Source: an optimization exercise on an open RTL-to-GDS flow (aim: small area). Production flows keep margins and buffers that such runs may drop.
Function was checked by simulation only, so behaviour that the tests miss may differ from the original.
Power figures rest on the tool's default switching activity, not on a simulated workload. The clock port is modelled as an ideal driver; clocking choices that lean on that would not hold on a real chip.

<file path="flow/design.v">
module ld19_frame_core (
    input  wire         clk,
    input  wire         rst,         
    input  wire         in_valid,
    input  wire         in_eos,
    input  wire [7:0]   in_data,
    output wire         in_ready,
    input  wire         resume,      
    output reg          ev_valid,
    output reg  [2:0]   ev_kind,
    output wire [604:0] ev_payload
);
    localparam [2:0] EV_DESYNC = 3'd1;
    localparam [2:0] EV_FRAME  = 3'd2;
    localparam [2:0] EV_INVLEN = 3'd4;
    localparam [2:0] EV_ENDED  = 3'd5;
    function [7:0] crc_step(input [7:0] acc, input [7:0] b);
        reg [7:0] c;
        integer j;
        begin
            c = acc ^ b;
            for (j = 0; j < 8; j = j + 1)
                c = c[7] ? ((c << 1) ^ 8'h4D) : (c << 1);
            crc_step = c;
        end
    endfunction
    reg [3:0] ph;          
    reg       mode;        
    reg [5:0] bcnt;        
    reg       ended;
    reg       fpend;       
    reg       rok;         
    reg       inv_pend;    
    reg       nk_v;        
    reg [2:0] nk_kind;
    reg [7:0] crc;
    wire [3:0] q = bcnt % 12;
    wire ph0 = (ph == 4'd0);
    assign in_ready = !ended && !inv_pend &&
                      (mode ? ((bcnt >= 6'd47) || (ph == q)) : (!fpend && ph0));
    wire take = in_valid && in_ready && !rst;
    wire take_byte = take && mode && !in_eos;
    wire keep = mode | fpend;
    reg [95:0]  ra, rb, rc;    
    reg [47:0]  rd;            
    reg [31:0]  re;            
    reg [227:0] rg;            
    wire ld_a = (take && !mode) || (take_byte && bcnt <= 6'd12) || (inv_pend && ph0);
    wire ld_b = take_byte && bcnt >= 6'd13 && bcnt <= 6'd24;
    wire ld_c = take_byte && bcnt >= 6'd25 && bcnt <= 6'd36;
    wire ld_d = take_byte && bcnt >= 6'd37 && bcnt <= 6'd42;
    wire ld_e = take_byte && bcnt >= 6'd43 && bcnt <= 6'd46;
    wire [7:0] da = inv_pend ? {2'b00, bcnt} : (in_eos ? 8'd0 : in_data);
    wire [15:0] t_start = {ra[8*11 +: 8], ra[8*0 +: 8]};
    wire [15:0] t_end   = {re[8*1 +: 8], rd[8*4 +: 8]};
    genvar gi;
    wire [16:0] dc;
    wire [15:0] ds;
    assign dc[0] = 1'b1;
    generate
        for (gi = 0; gi < 16; gi = gi + 1) begin : g_diff
            assign ds[gi]   = t_end[gi] ^ ~t_start[gi] ^ dc[gi];
            assign dc[gi+1] = (t_end[gi] & ~t_start[gi]) | (dc[gi] & (t_end[gi] ^ ~t_start[gi]));
        end
    endgenerate
    wire [16:0] diff = {~dc[16], ds};
    wire [16:0] b3c;
    wire [16:0] b3;                   
    assign b3[0]  = t_start[0];
    assign b3c[1] = 1'b0;
    generate
        for (gi = 1; gi < 16; gi = gi + 1) begin : g_b3
            assign b3[gi]    = t_start[gi] ^ t_start[gi-1] ^ b3c[gi];
            assign b3c[gi+1] = (t_start[gi] & t_start[gi-1]) | (b3c[gi] & (t_start[gi] ^ t_start[gi-1]));
        end
    endgenerate
    assign b3[16] = t_start[15] ^ b3c[16];
    wire b3top = t_start[15] & b3c[16];
    wire [19:0] base;
    wire [19:0] bc;
    assign base[2:0] = b3[2:0];
    assign bc[3] = 1'b0;
    generate
        for (gi = 3; gi < 19; gi = gi + 1) begin : g_b11
            wire x = (gi <= 16) ? b3[gi] : (gi == 17) ? b3top : 1'b0;
            wire y = t_start[gi-3];
            assign base[gi]  = x ^ y ^ bc[gi];
            assign bc[gi+1]  = (x & y) | (bc[gi] & (x ^ y));
        end
    endgenerate
    assign base[19] = bc[19];
    reg  [16:0] dreg;
    reg  [20:0] acc;
    wire ph5 = (ph == 4'd5);
    wire        neg = dreg[16];
    wire [17:0] k36 = 18'd36000 & {18{neg}};
    wire [17:0] dx18 = {dreg[16], dreg};
    wire [17:0] span;
    wire [18:0] sc;
    assign sc[0] = 1'b0;
    generate
        for (gi = 0; gi < 18; gi = gi + 1) begin : g_span
            assign span[gi]  = dx18[gi] ^ k36[gi] ^ sc[gi];
            assign sc[gi+1]  = (dx18[gi] & k36[gi]) | (sc[gi] & (dx18[gi] ^ k36[gi]));
        end
    endgenerate
    wire [20:0] sp21 = {{3{span[17]}}, span};
    wire [20:0] asum;
    wire [21:0] ac;
    assign ac[0] = 1'b0;
    generate
        for (gi = 0; gi < 21; gi = gi + 1) begin : g_acc
            assign asum[gi]  = acc[gi] ^ sp21[gi] ^ ac[gi];
            assign ac[gi+1]  = (acc[gi] & sp21[gi]) | (ac[gi] & (acc[gi] ^ sp21[gi]));
        end
    endgenerate
    wire [15:0] hi  = acc[20:5];
    wire [15:0] k1n = ~16'd12375;
    wire [15:0] k2n = ~16'd24750;
    wire [15:0] h1, h2;
    wire [16:0] c1, c2;
    assign c1[0] = 1'b1;
    assign c2[0] = 1'b1;
    generate
        for (gi = 0; gi < 16; gi = gi + 1) begin : g_red
            assign h1[gi]   = hi[gi] ^ k1n[gi] ^ c1[gi];
            assign c1[gi+1] = (hi[gi] & k1n[gi]) | (c1[gi] & (hi[gi] ^ k1n[gi]));
            assign h2[gi]   = hi[gi] ^ k2n[gi] ^ c2[gi];
            assign c2[gi+1] = (hi[gi] & k2n[gi]) | (c2[gi] & (hi[gi] ^ k2n[gi]));
        end
    endgenerate
    wire [13:0] ahi = c2[16] ? h2[13:0] : c1[16] ? h1[13:0] : hi[13:0];
    wire [18:0] ang = {ahi, acc[4:0]};
    always @(posedge clk) begin
        if (ph5) begin
            dreg <= diff;
            acc  <= {1'b0, base};
        end else begin
            acc  <= asum;
        end
    end
    wire       ldx_a = ld_a | ~keep;
    wire [7:0] dx_a  = da & {8{ld_a}};
    wire [7:0] dx    = in_data & {8{mode}};
    always @(posedge clk) begin
        ra <= {ra[87:0],  ldx_a ? dx_a : ra[95:88]};
        rb <= {rb[87:0],  (ld_b | ~keep) ? dx : rb[95:88]};
        rc <= {rc[87:0],  (ld_c | ~keep) ? dx : rc[95:88]};
        rd <= {rd[39:0],  (ld_d | ~keep) ? dx : rd[47:40]};
        re <= {re[23:0],  (ld_e | ~keep) ? dx : re[31:24]};
        rg <= {rg[208:0], ang & {19{keep}}};
    end
    always @(posedge clk) begin
        if (rst) begin
            ph       <= 4'd0;
            mode     <= 1'b0;
            ended    <= 1'b0;
            fpend    <= 1'b0;
            inv_pend <= 1'b0;
            nk_v     <= 1'b0;
            ev_valid <= 1'b0;
        end else begin
            ph <= (ph == 4'd11) ? 4'd0 : ph + 4'd1;
            ev_valid <= 1'b0;
            if (ph5) begin
                if (fpend && rok) begin
                    ev_valid <= 1'b1;
                    ev_kind  <= EV_FRAME;
                    fpend    <= 1'b0;
                end
                rok <= (mode && bcnt >= 6'd44) || fpend;
            end
            if (ph == 4'd11 && nk_v) begin
                ev_valid <= 1'b1;
                ev_kind  <= nk_kind;
                nk_v     <= 1'b0;
            end
            if (ph0 && ev_valid && ev_kind == EV_INVLEN) begin
                ev_valid <= 1'b1;
                ev_kind  <= EV_ENDED;
            end
            if (inv_pend && ph0) begin
                inv_pend <= 1'b0;
                nk_v     <= 1'b1;
                nk_kind  <= EV_INVLEN;
            end
            if (take) begin
                if (!mode) begin
                    if (in_eos) begin
                        ended   <= 1'b1;
                        nk_v    <= 1'b1;
                        nk_kind <= EV_ENDED;
                    end else if (in_data == 8'h54) begin
                        mode <= 1'b1;
                        bcnt <= 6'd1;
                        crc  <= 8'hEE;
                    end else begin
                        nk_v    <= 1'b1;
                        nk_kind <= EV_DESYNC;
                    end
                end else if (in_eos) begin
                    ended    <= 1'b1;
                    mode     <= 1'b0;
                    inv_pend <= 1'b1;
                end else begin
                    if (bcnt <= 6'd46)
                        crc <= crc_step(crc, in_data);
                    if (bcnt == 6'd48) begin
                        mode  <= 1'b0;
                        fpend <= 1'b1;
                    end else begin
                        bcnt <= bcnt + 6'd1;
                    end
                end
            end else if (resume) begin
                ended <= 1'b0;
            end
        end
    end
    function integer stg(input integer n, input integer len);
        integer t;
        begin
            t = (5 - n) % len;
            if (t < 0) t = t + len;
            stg = t;
        end
    endfunction
    wire [7:0] fb [1:46];
    genvar gn;
    generate
        for (gn = 1; gn <= 46; gn = gn + 1) begin : g_fb
            if (gn <= 12)      assign fb[gn] = ra[8*stg(gn, 12) +: 8];
            else if (gn <= 24) assign fb[gn] = rb[8*stg(gn, 12) +: 8];
            else if (gn <= 36) assign fb[gn] = rc[8*stg(gn, 12) +: 8];
            else if (gn <= 42) assign fb[gn] = rd[8*stg(gn, 6) +: 8];
            else               assign fb[gn] = re[8*stg(gn, 4) +: 8];
        end
    endgenerate
    wire k1 = ev_kind[1];
    genvar gk;
    generate
        for (gk = 0; gk < 12; gk = gk + 1) begin : g_pt
            assign ev_payload[43*gk +: 16]      = {fb[7 + 3*gk], fb[6 + 3*gk]};
            assign ev_payload[43*gk + 16 +: 8]  = fb[8 + 3*gk];
            assign ev_payload[43*gk + 24 +: 19] = rg[19*(11 - gk) +: 19];
        end
    endgenerate
    assign ev_payload[523:516] = {1'b0, k1, 1'b0, k1, 1'b0, k1, 2'b00};
    assign ev_payload[531:524] = fb[1];
    assign ev_payload[547:532] = {fb[3], fb[2]};
    assign ev_payload[563:548] = {fb[5], fb[4]};
    assign ev_payload[579:564] = {fb[43], fb[42]};
    assign ev_payload[595:580] = {fb[45], fb[44]};
    assign ev_payload[603:596] = fb[46];
    assign ev_payload[604]     = k1 && (crc == 8'd0);
endmodule
</file>
<file path="flow/flow/run.sh">
#!/bin/bash
# Layout flow: the standard ORFS flow, with every input and output port
# buffered by the smallest buffer (buf_1) instead of the default port buffer.
# Each tool's full output stays in the ORFS logs under orfs/logs; make's own
# output goes to flow_make.log in this folder.
set -euo pipefail
export BUFFER_PORTS_ARGS="-buffer_cell sky130_fd_sc_hd__buf_1"
bash standard.sh > flow_make.log 2>&1
</file>
<file path="flow/standard.sh">
#!/bin/bash
# synth_recipe.tcl (not shown) runs the flow's synth.tcl, then flattens the netlist and writes it again
# the make line also repeats each setting of config.mk as NAME=value (left out here)
make -C /OpenROAD-flow-scripts/flow DESIGN_CONFIG=/design/flow/config.mk WORK_HOME=/design/flow/orfs CLKGATE_MAP_FILE= SYNTH_SCRIPT=/design/flow/synth_recipe.tcl "${@:-finish}"
</file>
<file path="flow/config.mk">
export PLATFORM = sky130hd
export DESIGN_NAME = ld19_frame_core
export DESIGN_NICKNAME = ld19_frame_core
export VERILOG_FILES = /design/flow/design.v
export SDC_FILE = /design/flow/constraint.sdc
export NUM_CORES = 4
export LEC_CHECK = 0
export CAP_MARGIN = 20
export CORE_MARGIN = 2
export CORE_UTILIZATION = 60
export SLEW_MARGIN = 20
</file>
<file path="flow/constraint.sdc">
create_clock -name core_clock -period 12.0 [get_ports {clk}]
set_input_delay 2.4000 -clock core_clock [delete_from_list [all_inputs] [get_ports {clk}]]
set_output_delay 2.4000 -clock core_clock [all_outputs]
set_load 0.01 [all_outputs]
</file>
==> results by group, run 1 <==
Critical path
  • Startpoint types: flip-flop
  • Buf+Inv Stages, Crit Path: 2
  • CP cell instances: ha_1 -> fa_1 -> inv_1 -> fa_1 -> fa_1 -> fa_1 -> fa_1 -> fa_1 -> fa_1 -> fa_1 -> fa_1 -> fa_1 -> fa_1 -> fa_1 -> fa_1 -> fa_1 -> fa_1 -> fa_1 -> inv_1 -> ha_1 -> or2_2 -> ha_1 -> nor2_1 -> a21oi_1
  • Setup CP Type: reg -> reg
  • Worst endpoint required time: 12.45 ns
  • Worst-path fanout max: 6
  • Slowest CP cell: dfxtp_1
  • Worst path max stage delay: 0.51 ns
  • Crit path top cell by count: fa_1
  • CP Capture Type: flip-flop
  • FF-to-FF setup slack: 4.13 ns
  • CP delay by family, top: adder cells
  • Arr. time, crit path: 8.32 ns

Floorplanning
  • Die Wd: 180 µm
  • IO Pins: 623
  • Core area: 30,600 µm²
  • Row Count: 64
  • Initial Utilization: 0.611
  • Die H: 180 µm
  • Die area: 32,600 µm²

Cells and area
  • Area growth syn-to-layout: 24.4%
  • Fin nets: 2,078
  • ANT cells: 0
  • Layout Utilization: 0.760
  • Proportion of layout cells with a drive suffix above 1: 0.0552

Detailed routing
  • Via count: 11,700
  • Routed len/inst: 20.6 µm
  • DRT antenna net count: 0
  • Final WL: 49,300 µm
  • Via density: 4.91
  • Drt pass-1 iters: 6
  • Iter 0 DRT Violations: 623
  • DRC Markers: 0

Timing
  • Worst Tran Pin Value: 0.889 ns
  • FMAX: 127 MHz
  • Final setup vio count: 0
  • Pins Over Slew Limit: 0
  • Rel. slew slack: 0.407
  • Setup TNS: 0 ns
  • Hold Violations, Final: 0
  • Final min period: 7.87 ns
  • Clk_skew: 0.0189 ns
  • RSZ-0062 raised after global routing: false
  • Fin crit share: 0.656

Power and ir drop
  • Design Power: 4.63 mW
  • P_leak: 9.24 nW
  • PwrDens: 199 nW/µm²
  • Max VDD drop: 0.143 mV

Clock network
  • Total CTS buffers: 58
  • Root buf cell: clkbuf_16
  • Post-cts resize count: 0
  • Postcts setup bufs: 0
  • Hold-fix buffers, CTS: 0
  • Clock Pin Slew Worst Setup and Hold Paths: 0.06 ns
  • H-tree lvl count: 2
  • Clk sinks: 665
  • Worst-skew pair later-pin latency: 0.58 ns
  • Max clock buf depth: 3
  • CTS tree: yes

Global route
  • Gr ovfl total: 0
  • GRT Overall Usage: 0.296
  • Number of global-route vias before repair: 12,000
  • Largest net degree at the start of global routing: 36
  • Initial antenna violation count: 1
  • First-pass GRT wire length: 72,900 µm

Logic synthesis
  • Post-synth top cells: 627 x dfxtp_1, 109 x inv_1, 66 x nand2_1
  • Mean post-synth cell area: 14.1 µm²
  • Asr flop ratio synth: 0
  • Seq cells post-synth: 665
  • Synth top area cells: dfxtp_1 67%, fa_1 7.0%, edfxtp_1 6.1%
  • Register area share after synthesis: 0.733
  • Count leader, synth: dfxtp_1
  • Synth top area share: 0.672
  • Synth Instances: 1,323
  • Area leader, netlist: dfxtp_1
  • Synth cell types: 60
  • Main flop type after synthesis: dfxtp_1
  • Warnings from Yosys: 1
  • EDFF count, synth: 38
  • Synthesized area: 18,700 µm²

Min path
  • HP Class: reg -> reg

Placement
  • IO buf count: 617
  • Hpwl dp: 37,800 µm
  • RePlAce Congestion: 0.903

Flow run
  • Max-Cap Viols: 0

Outcome
  • Status: timing/DRC/antenna clean
==> metal layers <==
metal | wire, µm | global-route usage
met4 | 1520 | 0.0958
met3 | 3340 | 0.0639
met2 | 25300 | 0.531
met5 | 11 | 0
met1 | 19100 | 0.353
==> cell families (layout without fill, tap and decap cells) <==
group	after synthesis	in the layout	share of synthesized area
fa+ha+maj	114	114	0.102
compound gates	97	97	0.0364
flops	665	665	0.733
xor+xnor	36	36	0.0169
mux	39	39	0.0210
other cells	1	5	0.000201
buf+inv	170	836	0.0396
simple gates	201	201	0.0505
==> through the flow <==
step / setup slack [ns] / hold WS (ns) / cells / cell area, µm²
2_1_floorplan: 4.65 / 0.382 / 1327 / 18700
3_3_place_gp: 4.32 / 0.330 / 2286 / 21200
3_5_place_dp: 4.19 / 0.333 / 2286 / 21200
4_1_cts: 4.14 / 0.341 / 2388 / 23200
5_1_grt: 3.84 / 0.341 / 2389 / 23200
6_report: 4.13 / 0.345 / 2389 / 23200
==> worst register-to-register path: stages, from the launching register on <==
cell	delay, ns
dfxtp_1	0.51
ha_1	0.23
fa_1	0.16
inv_1	0.05
fa_1	0.38
fa_1	0.40
fa_1	0.40
fa_1	0.40
fa_1	0.39
fa_1	0.48
fa_1	0.45
fa_1	0.45
fa_1	0.42
fa_1	0.40
fa_1	0.39
fa_1	0.40
fa_1	0.42
fa_1	0.40
fa_1	0.37
inv_1	0.06
ha_1	0.13
or2_2	0.10
ha_1	0.21
nor2_1	0.11
a21oi_1	0.05
==> final cells by class <==
| class | instances | area (µm²) |
|---|---|---|
| fill | 2052 | 7350 |
| tap | 396 | 495 |
| inverter | 109 | 409 |
| clock buffer | 87 | 1760 |
| sequential | 665 | 13700 |
| clock inverter | 15 | 229 |
| multi-input combinational | 492 | 4280 |
| timing repair buffer | 625 | 2380 |
==> sequential cells by signal (all words and copies together) (netlist names), 3 cells and up <==
name	flops
bcnt	6
rc	96
nk_kind	3
ev_kind	3
rb	96
ra	96
dreg	17
re	32
rg	228
ph	4
rd	48
acc	21
crc	8
==> power breakdown <==
group          internal [mW]  leakage, nW  switching [mW]  total [mW]
logic                  0.172         2.82           0.243       0.415
registers               2.28         5.44          0.0379        2.32
clock network           1.12        0.978           0.779        1.90
total                   3.57         9.24            1.06        4.63
==> cells in the final DEF, fill, tap and decap left out, drive strengths merged, types with 6 or more instances in the layout <==
cell | Yosys | layout
inv | 109 | 115
dfxtp | 627 | 627
and2 | 13 | 13
xnor2 | 28 | 28
o21ai | 22 | 22
mux2i | 38 | 38
a22oi | 7 | 7
nor4 | 6 | 6
a21oi | 21 | 21
nor2 | 55 | 55
a211oi | 14 | 14
nand3 | 25 | 25
ha | 49 | 49
fa | 65 | 65
nand2 | 67 | 67
o211ai | 7 | 7
clkbuf | 29 | 87
buf | 32 | 625
xor2 | 8 | 8
edfxtp | 38 | 38
==> path summary, 6_finish.rpt <==
kind / from / end / cells after the start
worst min-delay path: rb[81]$_DFF_P_ / rb[89]$_DFF_P_ / 0
worst min register to register: rb[81]$_DFF_P_ / rb[89]$_DFF_P_ / 0
worst max register to register: ra[1]$_DFF_P_ / acc[18]$_DFF_P_ / 24
worst max-delay path: ra[1]$_DFF_P_ / acc[18]$_DFF_P_ / 24
==> run 2, diff against run 1 <==
--- a/flow/config.mk
+++ b/flow/config.mk
@@ -8,4 +8,5 @@
 export CAP_MARGIN = 20
 export CORE_MARGIN = 2
 export CORE_UTILIZATION = 60
+export CTS_BUF_LIST = sky130_fd_sc_hd__clkbuf_8
 export SLEW_MARGIN = 20
==> results by group, run 2 <==
Outcome
  • Status: timing/DRC/antenna clean

Clock network
  • H-tree lvl count: 3 (+1)
  • CTS tree: yes
  • Post-cts resize count: 0 (unchanged)
  • Postcts setup bufs: 0 (unchanged)
  • Root buf cell: clkbuf_8
  • Clock Pin Slew Worst Setup and Hold Paths: 0.07 ns (about the same)
  • Hold-fix buffers, CTS: 0 (unchanged)
  • Worst-skew pair later-pin latency: 0.63 ns (+0.05 ns)
  • Clk sinks: 665 (unchanged)
  • Total CTS buffers: 95 (+64%)
  • Max clock buf depth: 3 (unchanged)

Logic synthesis
  • Main flop type after synthesis: dfxtp_1
  • Synth top area share: 0.672 (unchanged)
  • Synthesized area: 18,700 µm² (unchanged)
  • Largest family of logic cells by synthesized area: adder cells
  • Mean post-synth cell area: 14.1 µm² (unchanged)
  • Post-synthesis mux area share: 0.0210 (unchanged)
  • Asr flop ratio synth: 0 (unchanged)
  • Count leader, synth: dfxtp_1
  • Warnings from Yosys: 1 (unchanged)
  • EDFF count, synth: 38 (unchanged)
  • Simple-Gate Fraction of Synth Area: 0.0505 (unchanged)
  • Area leader, netlist: dfxtp_1
  • Synth cell types: 60 (unchanged)
  • Synth Instances: 1,323 (unchanged)
  • Register area share after synthesis: 0.733 (unchanged)
  • Synth top area cells: dfxtp_1 67%, fa_1 7.0%, edfxtp_1 6.1%
  • Post-synth top cells: 627 x dfxtp_1, 109 x inv_1, 66 x nand2_1
  • XOR/XNOR Fraction of Synth Area: 0.0169 (unchanged)
  • Adder-Cell Fraction of Synth Area: 0.102 (unchanged)
  • Seq cells post-synth: 665 (unchanged)
  • Compound-Gate Fraction of Synth Area: 0.0364 (unchanged)

Detailed routing
  • DRC Markers: 0 (unchanged)
  • Via count: 11,900 (+1.5%)
  • DRT antenna net count: 0 (unchanged)
  • Routed len/inst: 20.0 µm (-3.2%)
  • Drt pass-1 iters: 5 (-1)
  • Final WL: 49,100 µm (-0.40%)
  • Iter 0 DRT Violations: 574 (-7.9%)
  • Via density: 4.84 (-1.4%)

Flow run
  • Max-Cap Viols: 0 (unchanged)

Floorplanning
  • IO Pins: 623 (unchanged)
  • Core area: 30,600 µm² (unchanged)
  • Die area: 32,600 µm² (unchanged)
  • Die H: 180 µm (unchanged)
  • Row Count: 64 (unchanged)
  • Die Wd: 180 µm (unchanged)
  • Initial Utilization: 0.611 (unchanged)

Critical path
  • Arr. time, crit path: 8.38 ns (+0.06 ns)
  • Startpoint types: flip-flop
  • Slowest CP cell: dfxtp_1
  • FF-to-FF setup slack: 4.12 ns (about the same)
  • Worst-path fanout max: 6 (unchanged)
  • Crit path top cell by count: fa_1
  • Worst path max stage delay: 0.51 ns (about the same)
  • CP cell instances: ha_1 -> fa_1 -> inv_1 -> fa_1 -> fa_1 -> fa_1 -> fa_1 -> fa_1 -> fa_1 -> fa_1 -> fa_1 -> fa_1 -> fa_1 -> fa_1 -> fa_1 -> fa_1 -> fa_1 -> fa_1 -> inv_1 -> ha_1 -> or2_2 -> ha_1 -> nor2_1 -> a21oi_1
  • Setup CP Type: reg -> reg
  • Reg-to-reg startpoint: ra[1]$_DFF_P_
  • R2R depth: 24 (unchanged)
  • Worst endpoint required time: 12.50 ns (+0.05 ns)
  • Worst flop-to-flop path endpoint: acc[18]$_DFF_P_
  • CP Capture Type: flip-flop

Min path
  • Hold Startpoint: ra[16]$_DFF_P_
  • WHS Endpoint: ra[24]$_DFF_P_
  • HP Class: reg -> reg
  • Hold depth: 0 (unchanged)

Cells and area
  • Fin cells: 2,459 (+2.9%)
  • Commonest non-fill, non-tap cell in the layout: dfxtp_1
  • Fin nets: 2,116 (+1.8%)
  • Most flop-heavy register: rg
  • Max reg flops: 228 (unchanged)
  • Proportion of layout cells with a drive suffix above 1: 0.0805 (+0.0253)
  • ANT cells: 0 (unchanged)
  • Area growth syn-to-layout: 24.6%
  • Most frequent cells in the layout: 627 x dfxtp_1, 617 x buf_1, 137 x inv_1

Global route
  • Gr ovfl total: 0 (unchanged)
  • Grt peak-use layer: met2
  • GR Util met1: 0.341 (-0.0124)
  • First-pass GRT wire length: 72,700 µm (-0.26%)
  • GRT Overall Usage: 0.297 (+0.00182)
  • GR Layer Usage met2: 0.509 (-0.0221)
  • Number of global-route vias before repair: 12,300 (+2.5%)
  • Initial antenna violation count: 0 (-1)
  • Largest net degree at the start of global routing: 36 (unchanged)
  • Met3 usage in global routing: 0.0841 (+0.0202)

Placement
  • Placed insts: 2,286 (unchanged)
  • Hpwl dp: 37,800 µm (unchanged)
  • RePlAce Congestion: 0.903 (unchanged)
  • Setup WS pre-CTS: 4.19 ns (unchanged)
  • IO buf count: 617 (unchanged)

Power and ir drop
  • Max VDD drop: 0.143 mV (about the same)
  • P_leak: 9.42 nW (+2.0%)
  • Design Power: 4.55 mW (-1.8%)
  • PwrDens: 195 nW/µm² (-2.0%)

Timing
  • RSZ-0062 raised after global routing: false
  • Final min period: 7.88 ns (+0.00711 ns)
  • Fin crit share: 0.657 (about the same)
  • Worst Tran Pin Value: 0.883 ns (-0.00616 ns)
  • Clk_skew: 0.0221 ns (+0.00326 ns)
  • Setup ws final: 4.12 ns (-0.00711 ns)
  • Hold Violations, Final: 0 (unchanged)
  • Setup TNS: 0 ns (unchanged)
  • Rel. slew slack: 0.411 (+0.00410)
  • Pins Over Slew Limit: 0 (unchanged)
  • Final setup vio count: 0 (unchanged)
  • FMAX: 127 MHz (about the same)
[run 2: cell counts after synthesis]
No cell type changed its count.
[run 2: logic make-up (layout without fill, tap and decap cells)]
kind of cell | after synthesis | after routing
simple gates | 201 | 201
buf+inv | 170 | 906
mux | 39 | 39
fa+ha+maj | 114 | 114
flops | 665 | 665
compound gates | 97 | 97
xor+xnor | 36 | 36
other cells | 1 | 5
[run 2: cell type report]
type	count	area (µm²)
Sequential cell	665	13700
Fill cell	2078	7310
Multi-Input combinational cell	492	4270
Timing Repair Buffer	626	2380
Clock buffer	126	1730
Tap cell	396	495
Inverter	109	409
Clock inverter	45	294
[run 2: stage by stage]
stage	utilization	hold WS [ns]	area [µm²]
final	0.761	0.341	23300
after global routing	0.761	0.334	23300
after detailed placement	0.694	0.333	21200
after global placement	0.694	0.330	21200
after floorplan	-	0.382	18700
after CTS	0.761	0.334	23300
[run 2: per-layer routing]
layer	part of all wire	up-vias
li1	-	5599
met1	0.38	5664
met2	0.50	520
met3	0.074	123
met4	0.046	0
met5	0	-
[run 2: worst max path at each step]
stage / cells past startpoint / slack, ns / end / from
final: 24 / 4.12 / acc[18]$_DFF_P_ / ra[1]$_DFF_P_
after global routing: 24 / 3.80 / acc[18]$_DFF_P_ / ra[1]$_DFF_P_
after CTS: 24 / 4.15 / acc[18]$_DFF_P_ / ra[1]$_DFF_P_
after detailed placement: 24 / 4.19 / acc[18]$_DFF_P_ / ra[1]$_DFF_P_
after global placement: 24 / 4.32 / acc[18]$_DFF_P_ / ra[1]$_DFF_P_
after floorplan: 24 / 4.65 / acc[18]$_DFF_P_ / ra[1]$_DFF_P_
[run 2: worst max-delay path, delay by kind of cell, from the launching register on]
family / cells / cell delay (ns)
AOI/OAI and AO/OA: 1 / 0.05
DFF: 1 / 0.51
and+or+nand+nor: 2 / 0.21
adders and majority gates: 19 / 6.87
buffers and inverters: 2 / 0.11
[run 2: report_power, final]
group	internal, mW	switching [mW]
clock	1.00	0.809
sequential	2.28	0.0380
combinational	0.172	0.242
==> run 3, diff against run 2 <==
--- a/flow/config.mk
+++ b/flow/config.mk
@@ -7,6 +7,7 @@
 export LEC_CHECK = 0
 export CAP_MARGIN = 20
 export CORE_MARGIN = 2
-export CORE_UTILIZATION = 60
-export CTS_BUF_LIST = sky130_fd_sc_hd__clkbuf_8
+export CORE_UTILIZATION = 70
+export CTS_CLUSTER_DIAMETER = 100
+export CTS_CLUSTER_SIZE = 40
 export SLEW_MARGIN = 20
==> results by group, run 3 <==
Logic synthesis
  • Seq cells post-synth: 665 (unchanged)
  • Synth Instances: 1,323 (unchanged)
  • Count leader, synth: dfxtp_1
  • Warnings from Yosys: 1 (unchanged)
  • Register area share after synthesis: 0.733 (unchanged)
  • Synthesized area: 18,700 µm² (unchanged)
  • Asr flop ratio synth: 0 (unchanged)
  • Post-synth top cells: 627 x dfxtp_1, 109 x inv_1, 66 x nand2_1
  • Area leader, netlist: dfxtp_1
  • Synth cell types: 60 (unchanged)
  • Synth top area cells: dfxtp_1 67%, fa_1 7.0%, edfxtp_1 6.1%
  • EDFF count, synth: 38 (unchanged)
  • Main flop type after synthesis: dfxtp_1
  • Synth top area share: 0.672 (unchanged)
  • Mean post-synth cell area: 14.1 µm² (unchanged)

Outcome
  • Status: stopped before the end
  • Log Error: [ERROR PPL-0024] Number of IO pins (623) exceeds maximum number of available positions (598). Increase the die perimeter from 669.46um to 847.28um.
  • Fail Step: I/O pin placement

Floorplanning
  • Die H: 167 µm (-7.3%)
  • Initial Utilization: 0.715 (+0.104)
  • Row Count: 59 (-7.8%)
  • Die Wd: 167 µm (-7.3%)
run 3: cells by family after synthesis:
| family | after synthesis | synth area share |
|---|---|---|
| simple gates | 201 | 0.0505 |
| other cells | 1 | 0.000201 |
| flops | 665 | 0.733 |
| fa+ha+maj | 114 | 0.102 |
| buf+inv | 170 | 0.0396 |
| xor+xnor | 36 | 0.0169 |
| mux | 39 | 0.0210 |
| compound gates | 97 | 0.0364 |
==> run 4, diff against run 3 <==
==> flow/flow/run.sh (replaced) <==
#!/bin/bash
# Layout flow: the standard ORFS flow, with every input and output port
# buffered by the smallest buffer (buf_1) instead of the default port buffer,
# and clock tree synthesis without dummy loads.
# Each tool's full output stays in the ORFS logs under orfs/logs; make's own
# output goes to flow_make.log in this folder.
set -euo pipefail
export BUFFER_PORTS_ARGS="-buffer_cell sky130_fd_sc_hd__buf_1"
export CTS_ARGS="-sink_clustering_enable -repair_clock_nets -sink_clustering_size 30 -sink_clustering_max_diameter 80 -dont_use_dummy_load"
bash standard.sh > flow_make.log 2>&1
--- a/flow/config.mk
+++ b/flow/config.mk
@@ -8,6 +8,6 @@
 export CAP_MARGIN = 20
 export CORE_MARGIN = 2
 export CORE_UTILIZATION = 70
-export CTS_CLUSTER_DIAMETER = 100
-export CTS_CLUSTER_SIZE = 40
+export CTS_CLUSTER_DIAMETER = 80
+export CTS_CLUSTER_SIZE = 30
 export SLEW_MARGIN = 20
==> results by group, run 4 <==
Logic synthesis
  • Synthesized area: 18,700 µm² (unchanged)
  • Synth Instances: 1,323 (unchanged)
  • Asr flop ratio synth: 0 (unchanged)
  • EDFF count, synth: 38 (unchanged)
  • Register area share after synthesis: 0.733 (unchanged)
  • Warnings from Yosys: 1 (unchanged)
  • Area leader, netlist: dfxtp_1
  • Synth top area cells: dfxtp_1 67%, fa_1 7.0%, edfxtp_1 6.1%
  • Seq cells post-synth: 665 (unchanged)
  • Main flop type after synthesis: dfxtp_1
  • Mean post-synth cell area: 14.1 µm² (unchanged)
  • Synth top area share: 0.672 (unchanged)
  • Post-synth top cells: 627 x dfxtp_1, 109 x inv_1, 66 x nand2_1
  • Synth cell types: 60 (unchanged)
  • Count leader, synth: dfxtp_1

Outcome
  • Fail Step: I/O pin placement
  • Status: stopped before the end
  • Log Error: [ERROR PPL-0024] Number of IO pins (623) exceeds maximum number of available positions (598). Increase the die perimeter from 669.46um to 847.28um.

Floorplanning
  • Die Wd: 167 µm (unchanged)
  • Die H: 167 µm (unchanged)
  • Row Count: 59 (unchanged)
  • Initial Utilization: 0.715 (unchanged)
-- run 4: logic make-up after synthesis --
| kind of cell | Yosys count | synth area share |
|---|---|---|
| multiplexers | 39 | 0.0210 |
| adder cells (fa/ha/maj) | 114 | 0.102 |
| AO/OA/AOI/OAI | 97 | 0.0364 |
| flip-flops | 665 | 0.733 |
| XOR/XNOR | 36 | 0.0169 |
| buffers and inverters | 170 | 0.0396 |
| AND/OR/NAND/NOR | 201 | 0.0505 |
| other | 1 | 0.000201 |
==> run 5, diff against run 4 <==
--- a/flow/config.mk
+++ b/flow/config.mk
@@ -7,7 +7,7 @@
 export LEC_CHECK = 0
 export CAP_MARGIN = 20
 export CORE_MARGIN = 2
-export CORE_UTILIZATION = 70
+export CORE_UTILIZATION = 60
 export CTS_CLUSTER_DIAMETER = 80
 export CTS_CLUSTER_SIZE = 30
 export SLEW_MARGIN = 20
==> results by group, run 5 <==
Logic synthesis
  • Area leader, netlist: dfxtp_1
  • Main flop type after synthesis: dfxtp_1
  • Synth cell types: 60 (unchanged)
  • Asr flop ratio synth: 0 (unchanged)
  • EDFF count, synth: 38 (unchanged)
  • Synth top area cells: dfxtp_1 67%, fa_1 7.0%, edfxtp_1 6.1%
  • Synth Instances: 1,323 (unchanged)
  • Synthesized area: 18,700 µm² (unchanged)
  • Post-synth top cells: 627 x dfxtp_1, 109 x inv_1, 66 x nand2_1
  • Register area share after synthesis: 0.733 (unchanged)
  • Warnings from Yosys: 1 (unchanged)
  • Synth top area share: 0.672 (unchanged)
  • Seq cells post-synth: 665 (unchanged)
  • Mean post-synth cell area: 14.1 µm² (unchanged)
  • Count leader, synth: dfxtp_1

Floorplanning
  • Core area: 30,600 µm²
  • Row Count: 64 (+8.5%)
  • Die area: 32,600 µm²
  • IO Pins: 623
  • Die H: 180 µm (+7.8%)
  • Die Wd: 180 µm (+7.8%)
  • Initial Utilization: 0.611 (-0.104)

Flow run
  • Max-Cap Viols: 0

Detailed routing
  • Drt pass-1 iters: 5
  • Iter 0 DRT Violations: 687
  • DRT antenna net count: 0
  • Routed len/inst: 20.5 µm
  • Via count: 11,400
  • DRC Markers: 0
  • Final WL: 47,500 µm
  • Via density: 4.91

Critical path
  • CP cell instances: ha_1 -> fa_1 -> inv_1 -> fa_1 -> fa_1 -> fa_1 -> fa_1 -> fa_1 -> fa_1 -> fa_1 -> fa_1 -> fa_1 -> fa_1 -> fa_1 -> fa_1 -> fa_1 -> fa_1 -> fa_1 -> inv_1 -> ha_1 -> or2_2 -> ha_1 -> nor2_1 -> a21oi_1
  • Crit path top cell by count: fa_1
  • Worst path max stage delay: 0.51 ns
  • Worst-path fanout max: 6
  • Buf+Inv Stages, Crit Path: 2
  • Slowest CP cell: dfxtp_1
  • CP Capture Type: flip-flop
  • Setup CP Type: reg -> reg
  • Startpoint types: flip-flop
  • Cell count along the critical path: 24
  • R2R depth: 24
  • CP delay by family, top: adder cells
  • Arr. time, crit path: 8.25 ns
  • Worst endpoint required time: 12.44 ns

Placement
  • Placed insts: 2,286
  • RePlAce Congestion: 0.903
  • IO buf count: 617
  • Hpwl dp: 37,800 µm
  • Setup WS pre-CTS: 4.19 ns

Clock network
  • Max clock buf depth: 3
  • Total CTS buffers: 26
  • Root buf cell: clkbuf_16
  • CTS tree: yes
  • Clk sinks: 665
  • H-tree lvl count: 1
  • Worst-skew pair later-pin latency: 0.57 ns
  • Post-cts resize count: 0
  • Clock Pin Slew Worst Setup and Hold Paths: 0.11 ns
  • Postcts setup bufs: 0
  • Hold-fix buffers, CTS: 0

Cells and area
  • Most flop-heavy register: rg
  • Fin cells: 2,314
  • Proportion of layout cells with a drive suffix above 1: 0.0255
  • ANT cells: 0
  • Fin nets: 2,047
  • Max reg flops: 228
  • Area growth syn-to-layout: 17.3%
  • Most frequent cells in the layout: 627 x dfxtp_1, 617 x buf_1, 109 x inv_1
  • Commonest non-fill, non-tap cell in the layout: dfxtp_1

Min path
  • HP Class: reg -> reg
  • Hold depth: 0

Power and ir drop
  • Reg power frac: 0.621
  • Switching Power: 0.890 mW
  • Logic pwr share: 0.111
  • Sw Ratio: 0.238
  • Max VDD drop: 0.164 mV
  • PwrDens: 170 nW/µm²
  • Internal: 2.84 mW
  • P_leak: 8.59 nW
  • Clock power frac: 0.268

Outcome
  • Status: timing/DRC/antenna clean

Global route
  • Largest net degree at the start of global routing: 36
  • GRT Overall Usage: 0.284
  • Gr ovfl total: 0
  • Initial antenna violation count: 0
  • Number of global-route vias before repair: 11,400
  • First-pass GRT wire length: 69,900 µm

Timing
  • Clk_skew: 0.0307 ns
  • Final min period: 7.81 ns
  • Fin crit share: 0.651
  • Rel. slew slack: 0.411
  • Setup ws final: 4.19 ns
  • FMAX: 128 MHz
  • Setup TNS: 0 ns
  • Pins Over Slew Limit: 0
  • Hold Violations, Final: 0
  • Final setup vio count: 0
  • Worst Tran Pin Value: 0.877 ns
  • RSZ-0062 raised after global routing: false
  • Hold Slack: 0.345 ns
-- run 5: cell families after synthesis --
family                     count (synthesis)  synth area share
and+or+nand+nor                          201            0.0505
xor gates and xnor gates                  36            0.0169
DFF                                      665             0.733
muxes                                     39            0.0210
adders and majority gates                114             0.102
AOI/OAI and AO/OA                         97            0.0364
other                                      1          0.000201
buffers and inverters                    170            0.0396
-- run 5: layout make-up --
cell class              count  area, µm²
well taps                 396        495
flip-flops and latches    665      13700
fillers                  2260       8680
clock buffers              26        651
multi-input cells         492       4270
inverters                 109        409
repair buffers            626       2380
-- run 5: worst reg2reg max path: cells and delay by family (launching register included) --
family / cells / cell delay (ns)
adders and majority gates: 19 / 6.85
DFF: 1 / 0.51
and+or+nand+nor: 2 / 0.21
buffers and inverters: 2 / 0.11
AOI/OAI and AO/OA: 1 / 0.05
-- run 5: worst paths after layout --
kind | startpoint | endpoint | slack, ns
max | ra[1]$_DFF_P_ | acc[18]$_DFF_P_ | 4.19
min reg2reg | re[0]$_DFF_P_ | re[8]$_DFF_P_ | 0.35
min | re[0]$_DFF_P_ | re[8]$_DFF_P_ | 0.35
max reg2reg | ra[1]$_DFF_P_ | acc[18]$_DFF_P_ | 4.19
-- run 5: per-stage QoR --
stage                     utilization  area, µm²  power, mW
after floorplan                     -      18700       2.67
after detailed placement        0.694      21200       2.78
final                           0.716      21900       3.73
after CTS                       0.716      21900       3.76
after global routing            0.716      21900       3.90
after global placement          0.694      21200       2.75
-- run 5: power groups by stage --
stage	registers (mW)	logic (mW)	clock network (mW)
floorplan	2.36	0.310	0
global placement	2.36	0.386	0
detailed placement	2.37	0.411	0
CTS	2.32	0.420	1.02
global route	2.32	0.488	1.09
finish	2.32	0.414	1.00
-- run 5: routing by layer --
metal	global-route usage	up-vias	part of all wire
li1	-	5379	-
met1	0.347	5405	0.39
met2	0.496	477	0.50
met3	0.0570	93	0.068
met4	0.111	0	0.042
met5	0	-	0

[re-timing with driven ports]
The flow's constraints put no driver on any port. The routed layouts listed below were extracted and timed again, unchanged, in two steps.
Step 1, drivers: a clkbuf_16 drives clk and a buf_2 each remaining input, both assumed.
Step 2 also shifts input and output timing later by t, the mid clock arrival at the registers, as if the neighbouring blocks saw the same clock.
a / b / c = no drivers / after step 1 / after step 2; a / b = the first two.
run	t, ns	setup WS [ns]	hold slack, ns	worst data-port slew with drivers (ns)
run 1	0.630	4.127 / 4.127 / 4.127	0.345 / 0.345 / 0.345	0.06
run 2	0.678	4.120 / 4.120 / 4.120	0.341 / 0.341 / 0.341	0.06
run 5	0.609	4.193 / 4.193 / 4.193	0.345 / 0.345 / 0.345	0.06
After both steps setup and hold are still met in every run listed.
